Source: an optimization exercise on an open RTL-to-GDS flow (aim: small area, a short achievable clock period and few clock cycles per item). Production flows keep margins and buffers that such runs may drop. The RTL was checked by simulation tests, not by an equivalence proof against the original design.

==> design.v <==
module fp64_round #(
    parameter N = 64
) (
    input  wire              sign,
    input  wire signed [13:0] e,
    input  wire [N-1:0]      m,
    output wire [63:0]       result
);
    wire        tiny   = (e < 14'sd1);
    wire [13:0] rshamt = 14'sd1 - e;
    wire [7:0]  sh     = (rshamt > 14'd127) ? 8'd127 : rshamt[7:0];
    wire [N-1:0] m_sh;
    wire         lost;
    wire [N+127:0] wide = {m, 128'd0} >> (tiny ? sh : 8'd0);
    assign m_sh = wide[N+127:128];
    assign lost = |wide[127:0];
    wire [12:0] e_m1 = tiny ? 13'd0 : e[12:0] - 13'd1;
    wire [52:0] sig    = m_sh[N-1:N-53];
    wire        guard  = m_sh[N-54];
    wire        sticky = (|m_sh[N-55:0]) | lost;
    wire        inc    = guard & (sticky | sig[0]);
    wire [65:0] pk = {e_m1, 52'd0} + {13'd0, sig} + {65'd0, inc};
    wire        ovf    = (pk[64:52] >= 13'd2047);
    assign result = ovf ? {sign, 11'h7FF, 52'd0} : {sign, pk[62:0]};
endmodule
module fp64_mul (
    input  wire [63:0] a,
    input  wire [63:0] b,
    output wire [63:0] y
);
    wire        sa = a[63], sb = b[63];
    wire [10:0] ea = a[62:52], eb = b[62:52];
    wire [51:0] fa = a[51:0],  fb = b[51:0];
    wire a_nan  = (ea == 11'h7FF) && (fa != 0);
    wire b_nan  = (eb == 11'h7FF) && (fb != 0);
    wire a_inf  = (ea == 11'h7FF) && (fa == 0);
    wire b_inf  = (eb == 11'h7FF) && (fb == 0);
    wire a_zero = (ea == 11'd0) && (fa == 0);
    wire b_zero = (eb == 11'd0) && (fb == 0);
    wire sy = sa ^ sb;
    wire [52:0] ma = {ea != 0, fa};
    wire [52:0] mb = {eb != 0, fb};
    wire [10:0] xa = (ea == 0) ? 11'd1 : ea;
    wire [10:0] xb = (eb == 0) ? 11'd1 : eb;
    wire [105:0] p = ma * mb;
    reg [6:0] lz;
    integer i;
    always @(*) begin
        lz = 7'd106;
        for (i = 0; i < 106; i = i + 1)
            if (p[i]) lz = 7'd105 - i[6:0];
    end
    wire [105:0] pn = p << lz;
    wire signed [13:0] e = $signed({3'd0, xa}) + $signed({3'd0, xb})
                           - 14'sd1022 - $signed({7'd0, lz});
    wire [63:0] rounded;
    fp64_round #(.N(106)) u_round (.sign(sy), .e(e), .m(pn), .result(rounded));
    assign y = (a_nan || b_nan || (a_inf && b_zero) || (b_inf && a_zero)) ? 64'h7FF8000000000000 :
               (a_inf || b_inf)   ? {sy, 11'h7FF, 52'd0} :
               (a_zero || b_zero) ? {sy, 63'd0} :
               rounded;
endmodule
module fp64_add (
    input  wire [63:0] a,
    input  wire [63:0] b,
    input  wire        sub,
    output wire [63:0] y
);
    wire        sa = a[63], sb = b[63] ^ sub;
    wire [10:0] ea = a[62:52], eb = b[62:52];
    wire [51:0] fa = a[51:0],  fb = b[51:0];
    wire a_nan = (ea == 11'h7FF) && (fa != 0);
    wire b_nan = (eb == 11'h7FF) && (fb != 0);
    wire a_inf = (ea == 11'h7FF) && (fa == 0);
    wire b_inf = (eb == 11'h7FF) && (fb == 0);
    wire swap = {eb, fb} > {ea, fa};
    wire        s_big = swap ? sb : sa;
    wire        s_sml = swap ? sa : sb;
    wire [10:0] e_big = swap ? eb : ea;
    wire [10:0] e_sml = swap ? ea : eb;
    wire [51:0] f_big = swap ? fb : fa;
    wire [51:0] f_sml = swap ? fa : fb;
    wire [10:0] x_big = (e_big == 0) ? 11'd1 : e_big;
    wire [10:0] x_sml = (e_sml == 0) ? 11'd1 : e_sml;
    wire [10:0] d     = x_big - x_sml;
    wire [55:0] m_big = {e_big != 0, f_big, 3'b000};
    wire [55:0] m_sml = {e_sml != 0, f_sml, 3'b000};
    wire [7:0]   dsh   = (d > 11'd63) ? 8'd63 : d[7:0];
    wire [119:0] al    = {m_sml, 64'd0} >> dsh;
    wire [55:0]  m_al  = {al[119:65], al[64] | (|al[63:0])};
    wire        do_sub = s_big ^ s_sml;
    wire [56:0] sum    = do_sub ? {1'b0, m_big} - {1'b0, m_al}
                                : {1'b0, m_big} + {1'b0, m_al};
    reg [5:0] lz;
    integer i;
    always @(*) begin
        lz = 6'd57;
        for (i = 0; i < 57; i = i + 1)
            if (sum[i]) lz = 6'd56 - i[5:0];
    end
    wire [56:0] sn = sum << lz;
    wire signed [13:0] e = $signed({3'd0, x_big}) + 14'sd1 - $signed({8'd0, lz});
    wire [63:0] rounded;
    fp64_round #(.N(57)) u_round (.sign(s_big), .e(e), .m(sn), .result(rounded));
    assign y = (a_nan || b_nan || (a_inf && b_inf && (sa != sb))) ? 64'h7FF8000000000000 :
               a_inf ? {sa, 11'h7FF, 52'd0} :
               b_inf ? {sb, 11'h7FF, 52'd0} :
               (sum == 0) ? {sa & sb, 63'd0} :
               rounded;
endmodule
module kwf (
    input  wire        clk,
    input  wire        rst,
    input  wire        cfg_we,
    input  wire [2:0]  cfg_addr,
    input  wire [63:0] cfg_wdata,
    input  wire        clr,
    input  wire        in_valid,
    output wire        in_ready,
    input  wire [1:0]  in_ch,
    input  wire [63:0] in_x,
    output reg         out_valid,
    output reg  [1:0]  out_ch,
    output reg  [63:0] out_y
);
    localparam NCH = 4;
    reg [63:0] hp_alpha, bq_b0, bq_b1, bq_b2, bq_a1, bq_a2;
    reg [63:0] x1 [0:NCH-1];
    reg [63:0] y1 [0:NCH-1];
    reg [63:0] s1 [0:NCH-1];
    reg [63:0] s2 [0:NCH-1];
    reg [1:0]  ch;
    reg [63:0] x, t, ya, y, p, q;
    reg [3:0] step;
    assign in_ready = (step == 4'd0);
    reg  [63:0] mul_a, mul_b, add_a, add_b;
    reg         add_sub;
    wire [63:0] mul_y, add_y;
    fp64_mul u_mul (.a(mul_a), .b(mul_b), .y(mul_y));
    fp64_add u_add (.a(add_a), .b(add_b), .sub(add_sub), .y(add_y));
    always @(*) begin
        mul_a   = hp_alpha;
        mul_b   = t;
        add_a   = y1[ch];
        add_b   = x;
        add_sub = 1'b0;
        case (step)
            4'd1:  begin add_a = y1[ch]; add_b = x;      add_sub = 1'b0; end
            4'd2:  begin add_a = t;      add_b = x1[ch]; add_sub = 1'b1; end
            4'd3:  begin mul_a = hp_alpha; mul_b = t;  end
            4'd4:  begin mul_a = bq_b0;    mul_b = ya; end
            4'd5:  begin add_a = p;      add_b = s1[ch]; add_sub = 1'b0; end
            4'd6:  begin mul_a = bq_b1;    mul_b = ya; end
            4'd7:  begin mul_a = bq_a1;    mul_b = y;  end
            4'd8:  begin add_a = p;      add_b = q;      add_sub = 1'b1; end
            4'd9:  begin add_a = t;      add_b = s2[ch]; add_sub = 1'b0; end
            4'd10: begin mul_a = bq_b2;    mul_b = ya; end
            4'd11: begin mul_a = bq_a2;    mul_b = y;  end
            4'd12: begin add_a = p;      add_b = q;      add_sub = 1'b1; end
            default: ;
        endcase
    end
    integer k;
    always @(posedge clk) begin
        if (rst) begin
            step      <= 4'd0;
            out_valid <= 1'b0;
            hp_alpha  <= 64'd0;
            bq_b0     <= 64'd0;
            bq_b1     <= 64'd0;
            bq_b2     <= 64'd0;
            bq_a1     <= 64'd0;
            bq_a2     <= 64'd0;
            for (k = 0; k < NCH; k = k + 1) begin
                x1[k] <= 64'd0;
                y1[k] <= 64'd0;
                s1[k] <= 64'd0;
                s2[k] <= 64'd0;
            end
        end else begin
            out_valid <= 1'b0;
            if (cfg_we) begin
                case (cfg_addr)
                    3'd0: hp_alpha <= cfg_wdata;
                    3'd1: bq_b0    <= cfg_wdata;
                    3'd2: bq_b1    <= cfg_wdata;
                    3'd3: bq_b2    <= cfg_wdata;
                    3'd4: bq_a1    <= cfg_wdata;
                    3'd5: bq_a2    <= cfg_wdata;
                    default: ;
                endcase
            end
            if (clr) begin
                for (k = 0; k < NCH; k = k + 1) begin
                    x1[k] <= 64'd0;
                    y1[k] <= 64'd0;
                    s1[k] <= 64'd0;
                    s2[k] <= 64'd0;
                end
            end
            case (step)
                4'd0: if (in_valid) begin
                    ch   <= in_ch;
                    x    <= in_x;
                    step <= 4'd1;
                end
                4'd1:  begin t <= add_y; step <= 4'd2; end
                4'd2:  begin t <= add_y; step <= 4'd3; end
                4'd3:  begin
                    ya     <= mul_y;
                    y1[ch] <= mul_y;
                    x1[ch] <= x;
                    step   <= 4'd4;
                end
                4'd4:  begin p <= mul_y; step <= 4'd5; end
                4'd5:  begin y <= add_y; step <= 4'd6; end
                4'd6:  begin p <= mul_y; step <= 4'd7; end
                4'd7:  begin q <= mul_y; step <= 4'd8; end
                4'd8:  begin t <= add_y; step <= 4'd9; end
                4'd9:  begin s1[ch] <= add_y; step <= 4'd10; end
                4'd10: begin p <= mul_y; step <= 4'd11; end
                4'd11: begin q <= mul_y; step <= 4'd12; end
                4'd12: begin
                    s2[ch]    <= add_y;
                    out_valid <= 1'b1;
                    out_ch    <= ch;
                    out_y     <= y;
                    step      <= 4'd0;
                end
                default: step <= 4'd0;
            endcase
        end
    end
endmodule
==> run.sh <==
#!/bin/bash
# synth_recipe.tcl (not shown) runs the flow's synth.tcl, then flattens the netlist and writes it again
# the make line also repeats each setting of config.mk as NAME=value (left out here)
make -C /OpenROAD-flow-scripts/flow DESIGN_CONFIG=/design/flow/config.mk WORK_HOME=/design/flow/orfs CLKGATE_MAP_FILE= SYNTH_SCRIPT=/design/flow/synth_recipe.tcl finish
==> config.mk <==
export PLATFORM = sky130hd
export DESIGN_NAME = kwf
export DESIGN_NICKNAME = kwf
export VERILOG_FILES = /design/flow/design.v
export SDC_FILE = /design/flow/constraint.sdc
export NUM_CORES = 8
export LEC_CHECK = 0
export CAP_MARGIN = 20
export CORE_MARGIN = 2
export CORE_UTILIZATION = 40
export SLEW_MARGIN = 20
==> constraint.sdc <==
create_clock -name core_clock -period 30.0 [get_ports {clk}]
set_input_delay 6.0000 -clock core_clock [delete_from_list [all_inputs] [get_ports {clk}]]
set_output_delay 6.0000 -clock core_clock [all_outputs]
set_load 0.01 [all_outputs]
==> run summary <==
The run finished with no timing, DRC or antenna violations. The total I/O pin count came out at 206. The area share of the leading cell type in the synthesized netlist is 0.2356.

In the post-synthesis netlist, the biggest area contributors are sky130_fd_sc_hd__fa_1, sky130_fd_sc_hd__edfxtp_1, sky130_fd_sc_hd__nor2_1. Clock skew on the completed layout was measured at approximately 0.093 ns. At the end of routability-driven placement, the weighted congestion stood at 1.103. By instance count, the leading cell after synthesis is sky130_fd_sc_hd__nor2_1. The CTS sink count is 1867. The final cell area excluding filler cells is 246800 um^2. For this run, the number of Yosys warnings is 3. The final count of hold timing violations came out at 0. Clock latency on the worst-skew pair, taken at its later pin, is 0.98 ns. The number of search-and-repair iterations in the first detailed-routing pass came out at 9. At the worst endpoint, the required time is 30.63 ns. The largest total area in the synthesized netlist belongs to sky130_fd_sc_hd__fa_1.

The fraction of the cycle the final worst path needs is 0.9535. The post-detailed-route via-to-cell ratio is 6.521. The combined area of all synthesized cells is between 200000 and 250000 um^2. The number of global-route vias before repair is 208900.

The dominant combinational cell family by area after synthesis is adder cells. The combined global-route utilization of all metal layers is 0.4158. The most instantiated flip-flop cell in the synthesis netlist is sky130_fd_sc_hd__edfxtp_1. The number of buffers added by the clock tree synthesis step is 195.

The post-placement cell count is between 30000 and 40000. Counting along the longest clock path gives a buffer depth of 4. Based on the critical path, the design can be clocked at up to roughly 35 MHz. The number of DRC violations after detailed-routing iteration 0 is 30090.

For the finished layout, the period the worst path requires is 28.61 ns. The total of endpoints with negative setup slack in the final report is 0. The average cell area after synthesis is 8.721 um^2. The signed area change from the synthesized netlist to the final layout came out at 11.40%. The number of cells in the finished layout apart from fillers came out at 33010. Of the cells placed in the final design, the portion with a size suffix greater than 1 is 0.1024. The clock root buffer is sky130_fd_sc_hd__clkbuf_16. The total of max-cap violations is 0. The worst path arrival time is ~29 ns. Setup repair after global routing left no endpoint under its margin.

STA classifies the critical path endpoint as a register. The start-to-end type of the worst setup path is register to register. The tightest slew margin relative to the limit came out at 0.08902.

Summed over all failing endpoints, the final setup total negative slack is 0 ns. The synthesized-area fraction occupied by and/or/nand/nor cells came out at 0.1909. The pin count of the biggest net entering global routing came out at around 130. The synthesized design contains 1476 enable-type register cells. The complex-gate fraction of the synthesized area is 0.1664.

The transition at the pin with the smallest max-transition slack came out at 1.366 ns. During placement, the flow inserted port buffers numbering approximately 210. The half-perimeter wire length after detailed placement came out at 951300 um.

Global routing finished with a remaining overflow of 0. The area after detailed placement came out at ~240000 um^2.

For this configuration, the core starts out at a cell density of 0.4011. The total number of nets in the final design is 28950. The type of origin of the critical path is a register.

The multiplexer share of the synthesized area is 0.04156. The share of async-settable or async-resettable flops after synthesis came out at 0. After floorplanning, the core was divided into 273 placement rows.

The slowest stage of the critical path is the sky130_fd_sc_hd__a211o_4 cell. The H-tree depth came out at 4. The number of nets with antenna violations after routing is 0. In this run, synthesis produced a sequential element count of 1867. The highest cell delay on the worst timing path is 0.74 ns.

The core area came out at 552300 um^2. The total via count in the routed design came out at 215300. The routed wire length per instance came out at 36.23 um. TritonCTS built the clock tree. The tightest min-delay check is of the register to register type. The xor and xnor area share after synthesis is 0.01376.

Among the stages of the critical path, the cell type that occurs most often is sky130_fd_sc_hd__buf_4. Sorting the synthesized cells by how often they occur yields sky130_fd_sc_hd__nor2_1, sky130_fd_sc_hd__nand2_1, sky130_fd_sc_hd__fa_1. Of the total synthesized cell area, the portion taken by full adders, half adders and majority gates is 0.2757. The number of instances in the synthesized netlist came out at 25400. The share of the Yosys chip area taken by registers is 0.2354. The total routed wirelength came out at 1196000 um. The distinct cell type count after synthesis is 134. After clock tree synthesis, the clock-pin slew on the worst setup and hold paths is 0.07 ns.

The number of antenna violations at the first check in global routing came out at 121. The max-slew violation total from the final report is 0. The critical-path maximum fanout came out at 73. The die footprint came out at 559800 um^2. From bottom edge to top edge, the die measures between 700 and 800 um. The number of DRC violations after detailed routing is 0. The net count of the mapped netlist came out at a little under 30000. The first global-routing pass estimated 1655000 um of wire. The horizontal die dimension came out at 748.2 um.
stage by stage:
step / hold slack, ns / util / worst slack [ns]
2_1_floorplan: 0.4268 / - / 3.011
3_3_place_gp: 0.4403 / 0.4344 / 1.500
3_5_place_dp: 0.4436 / 0.4347 / 1.500
4_1_cts: 0.4522 / 0.4463 / 1.308
5_1_grt: 0.4668 / 0.4466 / 0.1294
6_report: 0.4545 / 0.4468 / 1.395
cell families (layout without fill, tap and decap cells):
family / count (synthesis) / count (layout)
flops: 1867 / 1867
xor+xnor: 348 / 348
compound gates: 5412 / 5412
fa+ha+maj: 3317 / 3317
mux: 576 / 576
buf+inv: 4358 / 4613
other cells: 0 / 66
simple gates: 9526 / 9526
path summary, 6_finish.rpt:
| check | start | to | slack, ns | depth (start not counted) |
|---|---|---|---|---|
| hold reg to reg | bq_b1[56] | bq_b1[56] | 0.45 | 2 |
| setup / recovery | step[3] | y[59] | 1.39 | 105 |
| hold / removal | bq_b1[56] | bq_b1[56] | 0.45 | 2 |
| setup reg to reg | step[3] | y[59] | 1.39 | 105 |
critical path, delay by kind of cell (launching register included):
| family | cells | cell delay, ns |
|---|---|---|
| simple gates | 33 | 8.99 |
| mux | 3 | 0.87 |
| flops | 1 | 0.47 |
| buf+inv | 18 | 4.30 |
| fa+ha+maj | 7 | 2.14 |
| compound gates | 44 | 11.30 |
flip-flops by register name (all words and copies together), names as in the netlist, 4 cells and up, named ones only:
register	flops
s1	256
s2	256
x1	256
y1	256
bq_a1	64
bq_a2	64
bq_b0	64
bq_b1	64
bq_b2	64
hp_alpha	64
out_y	64
p	64
q	64
t	64
x	64
y	64
ya	64
step	4
layer usage:
layer,GRT usage,routed length (um),vias to the layer above
met5,0,404,-
met4,0.3070,109600,62
met3,0.1151,140800,3218
met2,0.6031,497100,14680
met1,0.5302,448100,109100
li1,-,-,88190
cell type report:
type                    count  area, um^2
inverters                2595        9751
repair buffers           1661       14310
fillers                 54010      305500
multi-input cells       19180      154900
diodes                     66       165.2
flip-flops and latches   1867       52160
well taps                7287        9117
clock inverters           105        1162
clock buffers             252        5216
cell usage in the layout, fill, tap and decap left out, drive strengths merged, types with 594 or more instances in the layout:
cell type,n
nor2,3765
nand2,2770
fa,2607
inv,2597
edfxtp,1476
buf,1454
a21oi,1423
o21ai,884
ha,710
nor3,684
nand3,594
timing repair:
item / 4_1_cts / 5_1_grt
gates resized for setup: 0 / 2
endpoints found under the hold margin: 0 / 0
setup endpoints to repair: 0 / 620
setup buffers: 0 / 0
hold buffers: 0 / 0
Testbench counts, summed over its fixed seeds: cycles 62,406, items 4,800.

[re-timing with driven ports]
Ports are ideal in the flow. The routed layout listed here was re-timed in OpenROAD.
Step 1 sets driving cells, clkbuf_16 on the clock port and buf_2 on the other inputs (assumed; they add their load-dependent delay and slew).
Step 2, shift: input delay + t, output delay - t, t = (earliest + latest rising clock arrival at the registers) / 2. This alone moves slack from input paths to output paths.
Three values: ideal, step 1, step 2; two values: the first two.
shift t [ns]: 1.046
slack for setup (ns): 1.395 / 1.395 / 1.395
worst data-port slew with drivers (ns): 0.27
After both steps this run still meets setup and hold. The setup slack of this run moves by 0.000 ns with the drivers and by 0.000 ns with both steps.
